What follows belongs to an exercise in optimizing a design on an open flow for small area, a short achievable clock period and few clock cycles; a production flow would make more cautious choices.
Where RTL was checked, it was by simulation tests only, not by an equivalence proof against the original.
No activity file was given, so power comes from the tool's default toggle rates.

Setup of run 1:
## nabu_engine
module nabu_engine (
    input  wire        clk,
    input  wire        rst,
    input  wire        rx_valid,
    output wire        rx_ready,
    input  wire [7:0]  rx_data,
    output wire        tx_valid,
    input  wire        tx_ready,
    output wire [7:0]  tx_data,
    output wire        st_req_valid,
    input  wire        st_req_ready,
    output wire [23:0] st_seg,
    output wire [7:0]  st_pkt,
    input  wire        st_rsp_valid,
    output wire        st_rsp_ready,
    input  wire [1:0]  st_rsp_kind,
    input  wire [15:0] st_rsp_len,
    input  wire [15:0] st_rsp_offset,
    input  wire        st_rsp_last,
    input  wire        st_dat_valid,
    output wire        st_dat_ready,
    input  wire [7:0]  st_dat,
    input  wire [7:0]  tod_wd,
    input  wire [7:0]  tod_mo,
    input  wire [7:0]  tod_dd,
    input  wire [7:0]  tod_hh,
    input  wire [7:0]  tod_mi,
    input  wire [7:0]  tod_ss
);
For scale: roughly 1200 cells after synthesis, ~170 flip-flops, ~150 I/O pins, roughly 8700 um2 of cells after synthesis.
export LEC_CHECK = 0
export ABC_AREA = 1
export CAP_MARGIN = 20
export CORE_MARGIN = 2
export CORE_UTILIZATION = 65
export CTS_BUF_LIST = sky130_fd_sc_hd__clkbuf_8
export SETUP_SLACK_MARGIN = 2.8
export SLEW_MARGIN = 20
create_clock -name core_clock -period 5.0 [get_ports {clk}]
standard.sh (not shown) runs the stock make flow with config.mk's settings and CLKGATE_MAP_FILE= SYNTH_SCRIPT=/design/flow/synth_recipe.tcl, a recipe that flattens the netlist after the stock synthesis.
==> flow/flow/run.sh <==
#!/bin/bash
# The standard layout, with the port buffers made of buf_2 cells instead of
# the cell buffer_ports picks by default. The output of the whole run goes to
# standard.log in the folder this runs in.
export BUFFER_PORTS_ARGS="-buffer_cell sky130_fd_sc_hd__buf_2"
bash standard.sh > standard.log 2>&1
Testbench counts of run 1, summed over its fixed seeds: cycles 192,739.
Edits applied to the flow inputs when going from run 1 to run 2:
Settings: TNS_END_PERCENT now 5, previously not set; SETUP_SLACK_MARGIN now 2.9, was 2.8.
==> comparison <==
Run 1 has lower overall fraction of global-route tracks in use than run 2. When the final numbers for run 2 and run 1 were put side by side, the design area turned out to be greater in run 2. Compared with run 1, run 2 improves worst-case register-to-register setup slack.
Edits applied to the flow inputs when going from run 2 to run 3:
Settings: swapping 2.9 for 3.0 in SETUP_SLACK_MARGIN.
Findings:
Cell area delta (run 3 − run 2): unfavourable
Taking run 2 as the reference, in run 3 post-detailed-route wirelength per cell moved up, setup slack after layout moved up, growth of design area from synthesis to finish moved up.
Looking at fraction of final layout cells sized beyond drive strength 1 across run 2 and run 3, the one that comes out lower is run 2.
The boundary pin count was comparable across run 2 and run 3.

---

## JK
nabu_engine, a different RTL version from the one above (not shown whole).
For scale: ~1,100 cells after synthesis, ~170 flip-flops, roughly 150 I/O pins.
Settings: LEC_CHECK=0, ABC_AREA=1, CAP_MARGIN=20, CORE_MARGIN=2, CORE_UTILIZATION=65, CTS_BUF_LIST=sky130_fd_sc_hd__clkbuf_8, SETUP_SLACK_MARGIN=2.9, SLEW_MARGIN=20; clock period 5.0 ns.
Scripts as last shown in full above: flow/flow/run.sh
Testbench counts of JK, summed over its fixed seeds: cycles 192,988.
Setup changes, JK to MS
Settings: a change of SETUP_SLACK_MARGIN from 2.9 to 2.8; a deleted ABC_AREA that had been 1.
--- outcome ---
For the summed instance area of the synthesized netlist, MS came in 1.1% higher than JK did. Compared with JK, in MS relative slew slack has decreased, average cell area after synthesis increased about 15%.
--- input diff MS..AL ---
Settings: swapping 65 for 40 in CORE_UTILIZATION.
Results
- AL: done, clean on timing, DRC and antenna
- Taking MS as the reference, in AL cell count higher, wire length moved up, final worst slack decreased 0.021 ns, sequential share of power increased 1.0 points, clock share of power decreased 1.5 points.
- Summary of the comparison: share of total power in combinational logic is higher in AL, relative to MS.
- From MS to AL the numbers moved as follows: total power went down about 2%, design area went up, fraction of met3 tracks used by global routing went down, number of antenna violations at the first check in global routing closely matched the old numbers.
[inputs] TR vs AL
Settings: an added ABC_AREA of 1.
Notes after the runs:
- Diff AL -> TR | vias after detailed routing | increase of about 2.8%
- Compared TR against AL; sequential share of cell area within noise.
- Clock latency reported for the late side of the worst-skew pair: AL vs TR — no meaningful difference
- Distinct cell type count after synthesis came out lower on TR than on AL.
- Between AL and TR, worst hold slack across all endpoints increased.
- Maximum VDD drop was lower in the run labelled TR.

---

== oak ==
nabu_engine, a different RTL version from the one above (not shown whole).
Size in the first run: about 980 cells after synthesis, about 160 flip-flops, roughly 8800 um^2 of cells after synthesis.
export LEC_CHECK = 0
export CAP_MARGIN = 20
export CORE_MARGIN = 2
export CORE_UTILIZATION = 40
export SLEW_MARGIN = 20
create_clock -name core_clock -period 5.0 [get_ports {clk}]
run.sh (not shown) runs the stock make flow with config.mk's settings and CLKGATE_MAP_FILE= SYNTH_SCRIPT=/design/flow/synth_recipe.tcl, a recipe that flattens the netlist after the stock synthesis.
Stock flow here: none of the scripts above is used.
oak | stages: all done | timing, DRC, antenna: all pass
## Diff of input files: pine against oak
Settings: SETUP_SLACK_MARGIN now 2.6, previously not set.
[summary]
Compared with oak, pine shows a higher total power after layout. When pine is measured against oak, its utilization turns out 8.5 points higher. When pine is set beside oak, its area of all placed cells without fillers turns out to be 17% larger. oak and pine ended up with nearly the same horizontal extent of the die.
diff inputs: pine => birch
Settings: CTS_BUF_LIST: unset -> sky130_fd_sc_hd__clkbuf_8; SETUP_SLACK_MARGIN: 2.6 -> unset.
Results
birch ran to completion and came out clean on the timing, DRC and antenna checks. birch vs pine — multi-input logic area dropped by more than 10%. Compared with pine, birch shows combined global-route utilization of all metal layers lower by 2.0 points. Between pine and birch, clock share of power decreased.
Here is what was changed in the inputs of maple compared with birch.
Settings: clearing CTS_BUF_LIST, which used to be sky130_fd_sc_hd__clkbuf_8.
==> flow/flow/run.sh (new file) <==
#!/bin/bash
# The standard layout, with the port buffers made of buf_2 cells instead of
# the cell buffer_ports picks by default. The output of the whole run goes to
# standard.log in the folder this runs in.
export BUFFER_PORTS_ARGS="-buffer_cell sky130_fd_sc_hd__buf_2"
bash standard.sh > standard.log 2>&1
==> flow/standard.sh (new file) <==
#!/bin/bash
# synth_recipe.tcl (not shown) runs the flow's synth.tcl, then flattens the netlist and writes it again
# the make line also repeats each setting of config.mk as NAME=value (left out here)
make -C /OpenROAD-flow-scripts/flow DESIGN_CONFIG=/design/flow/config.mk WORK_HOME=/design/flow/orfs CLKGATE_MAP_FILE= SYNTH_SCRIPT=/design/flow/synth_recipe.tcl "${@:-finish}"
removed: flow/run.sh
==> notes.md <==
maple reached the final stage; the timing, DRC and antenna checks on its layout passed. maple ends up with a minimum period implied by the final worst setup slack that is 0.12 ns higher than in birch. Final cell count essentially unchanged between birch and maple. Comparing maple with birch, the global-route usage over all layers came out essentially unchanged. Diff birch..maple | number of synthesized register bits | unchanged. Between maple and birch, the via count of the first global-routing pass does not differ in any meaningful way. In the reports for birch and maple, the smaller half-perimeter wire length of the detailed placement result belongs to maple. Compared with birch, maple shows sequential share of layout area higher by 2.0 points. Compared with birch, maple shows a internal cell power that is 11% higher. Relative to birch, the final cell area reported for maple is lower.
Function was not checked in any run of this note: the RTL went through the layout flow alone.

---

run A:
Another version of the RTL of nabu_engine (not shown whole).
For scale: about 1100 cells after synthesis, ~150 I/O pins.
export LEC_CHECK = 0
export ABC_AREA = 1
export CAP_MARGIN = 20
export CORE_MARGIN = 2
export CORE_UTILIZATION = 65
export CTS_BUF_LIST = sky130_fd_sc_hd__clkbuf_8
export SETUP_SLACK_MARGIN = 2.8
export SLEW_MARGIN = 20
create_clock -name core_clock -period 5.0 [get_ports {clk}]
standard.sh (not shown) runs the stock make flow with config.mk's settings and CLKGATE_MAP_FILE= SYNTH_SCRIPT=/design/flow/synth_recipe.tcl, a recipe that flattens the netlist after the stock synthesis.
==> flow/flow/run.sh <==
#!/bin/bash
# The standard layout, with the port buffers made of buf_1 cells instead of
# the cell buffer_ports picks by default. The output of the whole run goes to
# standard.log in the folder this runs in.
export BUFFER_PORTS_ARGS="-buffer_cell sky130_fd_sc_hd__buf_1"
bash standard.sh > standard.log 2>&1
Testbench counts of run A, summed over its fixed seeds: cycles 192,739.
The inputs of run B differ from those of run A as listed below.
Settings: swapping 65 for 40 in CORE_UTILIZATION; putting TNS_END_PERCENT at 5 where nothing was set; swapping 2.8 for 2.9 in SETUP_SLACK_MARGIN.
==> flow/flow/run.sh <==
#!/bin/bash
# The standard layout, with the port buffers made of buf_2 cells instead of
# the cell buffer_ports picks by default. The output of the whole run goes to
# standard.log in the folder this runs in.
export BUFFER_PORTS_ARGS="-buffer_cell sky130_fd_sc_hd__buf_2"
bash standard.sh > standard.log 2>&1
==> comparison <==
No stage failed in run B, and the final checks on the layout all came back clean.
Re met2 usage: run A and run B aren't equal, and the higher value belongs to run A.
The combinational power in run B sits 4.3% above the value recorded for run A.
Non-clock buffer count of run B falls short of that of run A by a few percent.
Run B falls short of run A in first-pass GRT wire length.
The inputs of run C differ from those of run B as listed below.
Settings: changing CORE_UTILIZATION from 40 to 65; setting CTS_CLUSTER_SIZE to 20 for the first time; setting CTS_CLUSTER_DIAMETER to 80 for the first time.
==> comparison <==
- Compared with run B, run C shows final area lower by about 2.8%.
- The first-pass GRT wire length number comes out lower for run C vs run B.
- Against run B as the reference, run C delivers a lower fraction of the cycle the final worst path needs.
- After detailed routing, run B needs more wire than run C.
- Re proportion of cell area occupied by registers: run C and run B aren't equal, and the lower value belongs to run B.
- Of run C and run B, the lower well tap count belongs to run C.
- No stage failed in run C, and the final checks on the layout all came back clean.

---

== v25 ==
nabu_engine, a different RTL version from the one above (not shown whole).
Size: roughly 1,100 cells after synthesis, roughly 170 flip-flops, about 150 I/O pins, ~8800 um2 of cells after synthesis.
==> flow/config.mk <==
export PLATFORM = sky130hd
export DESIGN_NAME = nabu_engine
export DESIGN_NICKNAME = nabu_engine
export VERILOG_FILES = /design/flow/design.v
export SDC_FILE = /design/flow/constraint.sdc
export NUM_CORES = 4
export LEC_CHECK = 0
export ABC_AREA = 1
export CAP_MARGIN = 20
export CORE_MARGIN = 2
export CORE_UTILIZATION = 65
export CTS_BUF_LIST = sky130_fd_sc_hd__clkbuf_8
export SETUP_SLACK_MARGIN = 3.0
export SLEW_MARGIN = 20
export TNS_END_PERCENT = 5
==> flow/constraint.sdc <==
create_clock -name core_clock -period 5.0 [get_ports {clk}]
set_input_delay 1.0000 -clock core_clock [delete_from_list [all_inputs] [get_ports {clk}]]
set_output_delay 1.0000 -clock core_clock [all_outputs]
set_load 0.01 [all_outputs]
==> flow/flow/run.sh <==
#!/bin/bash
# The standard layout, with the port buffers made of buf_2 cells instead of
# the cell buffer_ports picks by default. The output of the whole run goes to
# standard.log in the folder this runs in.
export BUFFER_PORTS_ARGS="-buffer_cell sky130_fd_sc_hd__buf_2"
bash standard.sh > standard.log 2>&1
diff inputs: v25 => v29
--- a/flow/config.mk
+++ b/flow/config.mk
@@ -12,3 +12,3 @@
 export CTS_BUF_LIST = sky130_fd_sc_hd__clkbuf_8
-export SETUP_SLACK_MARGIN = 3.0
+export SETUP_SLACK_MARGIN = 2.9
 export SLEW_MARGIN = 20
Results
- v29 vs v25: power density normalized to cell area down
- Diff v25 -> v29 | peak clock frequency supported by timing | decrease of 3.7%
- Diff v25..v29 | basic-gate share of the synthesized area counting and, or, nand and nor cells | unchanged
- Compared to v25, v29 has clock latency reported for the late side of the worst-skew pair 20 ps lower.
- v29 against v25: pin count of the biggest net entering global routing went down, power consumption went down.
- On minimum clock period after layout, the higher figure sits with v29, not v25.
- Higher critical path depth goes to v29 over v25.
- Diff v25 and v29: final instance count without filler cells lower in v29
- In the metrics for v25 and v29, the one carrying the lower core utilization of the finished layout is v29.
- Of v25 and v29, v25 shows the higher combinational fraction of design power, with v29 below it.
No run of this note included a check of the RTL's function; only the layout flow was run.

==> static timing again, ports no longer ideal <==
The results above use ideal ports. As a check the final layouts listed here were re-extracted and re-timed, cells and wires unchanged. Step 1: set_driving_cell puts a clkbuf_16 on clk and a buf_2 on each other input, an assumption about the parent block. Step 2, shift: input delay + t, output delay - t, t = (earliest + latest rising clock arrival at the registers) / 2. This alone moves slack from input paths to output paths. Slacks: ideal ports / drivers / drivers and shift; pairs: ideal ports / drivers.
| run | t (ns) | slack for setup (ns) | hold WS [ns] | slew at the worst register clock pin (ns) | cell pins on the clock port's net |
|---|---|---|---|---|---|
| run 1 | 0.506 | 2.888 / 2.877 / 2.459 | 0.464 / 0.464 / 0.464 | 0.09 / 0.09 | 1 |
| run 2 | 0.512 | 2.911 / 2.869 / 2.480 | 0.461 / 0.461 / 0.461 | 0.10 / 0.10 | 1 |
| run 3 | 0.506 | 2.947 / 2.909 / 2.549 | 0.464 / 0.464 / 0.464 | 0.09 / 0.09 | 1 |
| JK | 0.532 | 2.752 / 2.752 / 2.220 | 0.462 / 0.462 / 0.462 | 0.10 / 0.10 | 1 |
| MS | 0.504 | 2.787 / 2.783 / 2.345 | 0.468 / 0.468 / 0.468 | 0.10 / 0.10 | 1 |
| AL | 0.509 | 2.766 / 2.766 / 2.386 | 0.463 / 0.463 / 0.463 | 0.11 / 0.11 | 1 |
| TR | 0.508 | 2.828 / 2.816 / 2.322 | 0.466 / 0.466 / 0.466 | 0.11 / 0.11 | 1 |
| oak | 0.467 | 1.870 / 1.870 / 1.504 | 0.502 / 0.502 / 0.502 | 0.07 / 0.07 | 1 |
| pine | 0.470 | 2.355 / 2.355 / 1.926 | 0.487 / 0.487 / 0.487 | 0.07 / 0.07 | 1 |
| birch | 0.504 | 1.868 / 1.868 / 1.508 | 0.505 / 0.505 / 0.505 | 0.10 / 0.10 | 1 |
| maple | 0.480 | 1.751 / 1.751 / 1.631 | 0.498 / 0.498 / 0.498 | 0.08 / 0.08 | 1 |
| run A | 0.514 | 2.820 / 2.815 / 2.307 | 0.469 / 0.469 / 0.469 | 0.10 / 0.10 | 1 |
| run B | 0.514 | 2.804 / 2.796 / 2.283 | 0.470 / 0.470 / 0.470 | 0.11 / 0.11 | 1 |
| run C | 0.499 | 2.860 / 2.823 / 2.401 | 0.464 / 0.464 / 0.464 | 0.10 / 0.10 | 1 |
| v25 | 0.530 | 2.837 / 2.789 / 2.367 | 0.468 / 0.468 / 0.468 | 0.09 / 0.09 | 1 |
| v29 | 0.500 | 2.753 / 2.738 / 2.391 | 0.469 / 0.469 / 0.469 | 0.09 / 0.09 | 1 |
After both steps every run listed still meets setup and hold. For JK, which loses most, drivers alone change the setup slack by 0.000 ns; drivers and shift together by -0.532 ns.
